This design comes from an exercise in tuning for small area on the open sky130 flow, not from production work. Function was checked by simulation only, so behaviour that the tests miss may differ from the original. The clock port is modelled as an ideal driver, which makes a skipped or thinned clock tree look cheaper than it is; a real chip needs a root buffer or a tree. Power figures rest on the tool's default switching activity, not on a simulated workload.

==> flow/design.v (excerpt) <==
module cmsp_tone (
    input  wire        clk,
    input  wire        rst_n,         
    input  wire        cmd_valid,
    output wire        cmd_ready,
    input  wire [31:0] cmd,
    input  wire [31:0] cmd_arg,       
    output wire        busy,          
    output wire [1:0]  seq_mode,      
    output wire        tone_out,      
    output wire        tone_en,       
    output wire [15:0] tone_freq,     
    output wire [31:0] tone_divider,  
    output wire [31:0] ovf_count,     
    output wire        seq_done,      
    output wire        cmd_err,       
    output wire [7:0]  err_code       
);
clock: 1000.0 ns
lec_check: 0
cap_margin: 20
core_margin: 2
core_utilization: 60
slew_margin: 20
standard.sh (not shown) runs the stock make flow with config.mk's settings and CLKGATE_MAP_FILE= SYNTH_SCRIPT=/design/flow/synth_recipe.tcl, a recipe that flattens the netlist after the stock synthesis.
==> flow/flow/run.sh <==
#!/bin/bash
# Layout flow: the standard synthesis, then its combinational logic re-mapped
# for area with ABC (flip-flops kept as they are, by name and cell type; the
# result is proven equivalent with Yosys or dropped), then the standard
# layout with:
#  - port buffers of the smallest buffer (buf_1) instead of clkdlybuf4s50_1
#  - a small balanced two-level clock tree of inverters (flow/clock_tree.tcl)
#  - one tie cell per constant instead of one per constant output
set -u
HERE=$PWD
F=$HERE/flow
R=$HERE/orfs/results/$FLOW_PLATFORM/cmsp_tone/base
export LIB=$FLOW_HOME/platforms/sky130hd/lib/sky130_fd_sc_hd__tt_025C_1v80.lib
export DONTUSE=$F/dontuse.txt

bash standard.sh $R/1_2_yosys.v > make_synth.log 2>&1 || exit 1
cp $R/1_2_yosys.v $HERE/synth_standard.v

best=""
best_area=""
for s in area1 area2 area3 area4 area5 area6; do
  IN=$HERE/synth_standard.v OUT=$HERE/resyn_$s.v SCRIPT=$F/$s.abc \
    yosys -c $F/resyn.tcl > resyn_$s.log 2>&1 || continue
  GOLD=$HERE/synth_standard.v GATE=$HERE/resyn_$s.v \
    yosys -c $F/equiv.tcl > equiv_$s.log 2>&1 || continue
  # same flip-flops, by cell type and name
  if ! diff <(grep -oE "sky130_fd_sc_hd__e?dfxtp_[0-9]+ [^ ]+" $HERE/synth_standard.v | sort) \
            <(grep -oE "sky130_fd_sc_hd__e?dfxtp_[0-9]+ [^ ]+" $HERE/resyn_$s.v | sort) > /dev/null; then
    continue
  fi
  a=$(grep "Chip area for module" resyn_$s.log | tail -1 | awk '{print $NF}')
  if [[ -z "$best" ]] || awk "BEGIN{exit !($a < $best_area)}"; then best=$s; best_area=$a; fi
done
echo "standard: $(grep 'Chip area' orfs/reports/$FLOW_PLATFORM/cmsp_tone/base/synth_stat.txt)" > resyn_choice.log
echo "chosen: ${best:-standard} $best_area" >> resyn_choice.log
if [[ -n "$best" ]]; then
  cp $HERE/resyn_$best.v $R/1_2_yosys.v
  touch $R/1_2_yosys.v
fi

bash standard.sh \
  "BUFFER_PORTS_ARGS=-buffer_cell sky130_fd_sc_hd__buf_1" \
  "PRE_CTS_TCL=$F/clock_tree.tcl" \
  SKIP_REPAIR_TIE_FANOUT=1 \
  finish > make_finish.log 2>&1
Other scripts of this flow, unchanged in this note and not shown: flow/flow/area1.abc, flow/flow/area2.abc, flow/flow/area3.abc, flow/flow/area4.abc, flow/flow/area5.abc, flow/flow/area6.abc, flow/flow/clock_tree.tcl, flow/flow/dontuse.txt, flow/flow/equiv.tcl, flow/flow/resyn.tcl
Next try:
--- a/flow/design.v
+++ b/flow/design.v
@@ -114,19 +114,18 @@
     reg        en_q, pin_q;
     reg [14:0] hi_q;       
     reg        hb_q;       
     reg        hnz_q;      
     reg [6:0]  lo_q;       
     reg [15:0] freq_q;
     reg [14:0] div_q;
     reg [31:0] ovf_q;
     reg [1:0]  mode_q;
-    reg [2:0]  step_q;     
     reg [31:0] rq_q;       
     reg        bq_q;       
     reg        nz_q;       
     reg [3:0]  cnt_q;      
     reg        done_q, err_q;
     reg [2:0]  code_q;
     assign busy = (mode_q != 2'd0);
     assign cmd_ready    = ~busy & (&cnt_q);
     assign seq_mode     = mode_q;
@@ -152,57 +151,55 @@
     wire [31:0] rq_sh = {rq_q[30:29], r_ge ? r_df[14:0] : r_sh, rq_q[13:0], s_in};
     wire [14:0] new_div = {rq_q[14:1], rq_q[0] | (rq_q[14:0] == 15'd0)};
     wire        lo99   = (lo_q == 7'd99);
     wire        h_win  = (lo_q[6:4] == 3'd0) & (lo_q[3:0] != 4'd15);
     wire        h_in   = hi_q[14] ^ hb_q;
     wire [31:0] lo_inc_w  = inc32({25'd0, lo_q}, 1'b1);
     wire [6:0]  lo_inc    = lo_inc_w[6:0];
     wire [31:0] cnt_inc_w = inc32({28'd0, cnt_q}, 1'b1);
     wire [3:0]  cnt_inc   = cnt_inc_w[3:0];
-    wire [31:0] step_inc_w = inc32({29'd0, step_q}, 1'b1);
-    wire [2:0]  step_inc  = step_inc_w[2:0];
     wire        wrap   = en_q & lo99 & ~hnz_q;
     wire        ms_tick  = busy & lo99 & (cnt_q == 4'd9);
     wire        note_end = ms_tick & ~nz_q;
     wire        sh_win   = busy & (cnt_q == 4'd0) & (lo_q[6:5] == 2'd0);
+    wire [2:0]  step_q   = {rq_q[27], rq_q[28], rq_q[29]};
     wire        mel_cont = mode_q[1] & (step_q != 3'd0);
     wire [18:0] mel      = mel_rom(step_q);
+    wire [31:0] step_inc_w = inc32({29'd0, step_q}, 1'b1);
+    wire [2:0]  step_inc  = step_inc_w[2:0];
     reg        en_n, pin_n;
     reg [15:0] freq_n;
     reg [14:0] div_n;
     reg [1:0]  mode_n;
-    reg [2:0]  step_n;
     reg        done_n, err_n;
     reg [2:0]  code_n;
     reg        tclr;        
     reg        ld_arg;      
     reg        ld_mel;      
     always @(*) begin
         en_n   = en_q;
         pin_n  = pin_q ^ wrap;
         freq_n = freq_q;
         div_n  = div_q;
         mode_n = mode_q;
-        step_n = step_q;
         done_n = 1'b0;
         err_n  = 1'b0;
         code_n = code_q;
         tclr   = ~en_q | wrap;
         ld_arg = 1'b0;
         ld_mel = 1'b0;
         if (note_end) begin
             pin_n = 1'b0;
             tclr  = 1'b1;
             if (mode_q[1]) begin
                 freq_n = {6'd0, mel[9:0]};
                 div_n  = {8'd0, mel[16:10]};
             end
-            step_n = step_inc;
             if (mel_cont) begin
                 ld_mel = 1'b1;
             end else begin
                 en_n   = 1'b0;
                 mode_n = 2'd0;
                 done_n = 1'b1;
             end
         end
         if (accept) begin
@@ -239,37 +236,36 @@
                         end else begin
                             en_n = 1'b1; mode_n = 2'd1; ld_arg = 1'b1;
                         end
                     end
                 end
                 8'h15: begin
                     if (!(a8_z && imm_z)) begin err_n = 1'b1; code_n = 3'd2; end
                     else begin
                         freq_n = hz; div_n = new_div;
-                        step_n = 3'd1;
                         tclr   = 1'b1;
                         en_n   = 1'b1;
                         mode_n = 2'd2;
                         ld_arg = 1'b1;
                     end
                 end
                 default: begin err_n = 1'b1; code_n = 3'd1; end
             endcase
         end
     end
     reg [31:0] rq_n;
     reg [3:0]  cnt_n;
     always @(*) begin
         if (ld_arg) begin
-            rq_n  = opcode[0] ? 32'h4000_0000 : rev32(cmd_arg);
+            rq_n  = opcode[0] ? rev32(32'd6) : rev32(cmd_arg);
             cnt_n = 4'd0;
         end else if (ld_mel) begin
-            rq_n  = {mel[17], mel[18], 30'd0};
+            rq_n  = rev32({27'd0, step_inc, mel[18:17]});
             cnt_n = 4'd0;
         end else if (busy && !note_end) begin
             rq_n  = sh_win ? rq_sh : rq_q;
             cnt_n = lo99 ? (ms_tick ? 4'd0 : cnt_inc) : cnt_q;
         end else if (!cmd_valid || accept || busy) begin
             rq_n  = {2'd0, DIV_INIT};
             cnt_n = 4'd0;
         end else begin
             rq_n  = rq_sh;
@@ -290,29 +286,29 @@
             err_q  <= 1'b0;
             code_q <= 3'd0;
         end else begin
             en_q   <= en_n;
             pin_q  <= pin_n;
             freq_q <= freq_n;
             div_q  <= div_n;
             ovf_q  <= inc32(ovf_q, wrap);
             mode_q <= mode_n;
-            step_q <= step_n;
             rq_q   <= rq_n;
             cnt_q  <= cnt_n;
             done_q <= done_n;
             err_q  <= err_n;
             code_q <= code_n;
         end
     end
     always @(posedge clk) begin
         bq_q <= sh_win ? (bq_q & ~rq_q[31]) : 1'b1;
-        if (sh_win) nz_q <= (nz_q & (lo_q != 7'd0)) | s_in;
+        if (sh_win) nz_q <= (nz_q & (lo_q != 7'd0)) |
+                            (s_in & ~(mode_q[1] & (lo_q[4:1] != 4'd0)));
     end
     always @(posedge clk) begin
         if (tclr) begin
             hi_q <= rev15(div_n);
         end else if (h_win) begin
             hi_q <= {hi_q[13:0], h_in};
         end
         if (tclr || lo99) lo_q <= 7'd0;
         else              lo_q <= lo_inc;
Effect: The changed run ran to the end with no violations; design area grows by 1.5%; final cell count increases by 1.8%; register-to-register slack got worse by 760 ps; total power falls by 1.5%; area after synthesis rose by 1.5%; global-route usage went up by 1.3 points; hold slack stays flat; sequential share of layout area shrinks by 1.8 points; combinational power went down by about 0.9%; utilization increases by 0.42 points; sequential cell count decreases by 3; maximum frequency went down by 0.44%; first-iteration DRC count grows by 26%; worst setup slack degrades by 910 ps.
No run of this note takes its clock network from TritonCTS; it comes from the design's own scripts or RTL.

## re-timing with driven ports
The results above use ideal ports. As a check the final layouts listed here were re-extracted and re-timed, cells and wires unchanged. Step 1 (the two cells are an assumption about what drives the block):
set clk [get_ports {clk}]
set_driving_cell -lib_cell sky130_fd_sc_hd__clkbuf_16 $clk
set_driving_cell -lib_cell sky130_fd_sc_hd__buf_2 [delete_from_list [all_inputs] $clk]
Step 2, shift: input delay + t, output delay - t, t = (earliest + latest rising clock arrival at the registers) / 2. This alone moves slack from input paths to output paths. a / b / c = ideal ports / drivers / drivers and shift; a / b = the first two.
| run | shift t [ns] | setup slack, ns | worst data-port slew with drivers (ns) | cell pins on the clock port's net |
|---|---|---|---|---|
| the first run | 0.232 | 794.019 / 794.032 / 793.799 | 0.06 | 1 |
| the second run | 0.242 | 793.105 / 793.150 / 792.908 | 0.08 | 1 |
After both steps setup and hold are still met in every run listed. For the first run, which loses most, drivers alone change the setup slack by +0.013 ns; drivers and shift together by -0.220 ns.
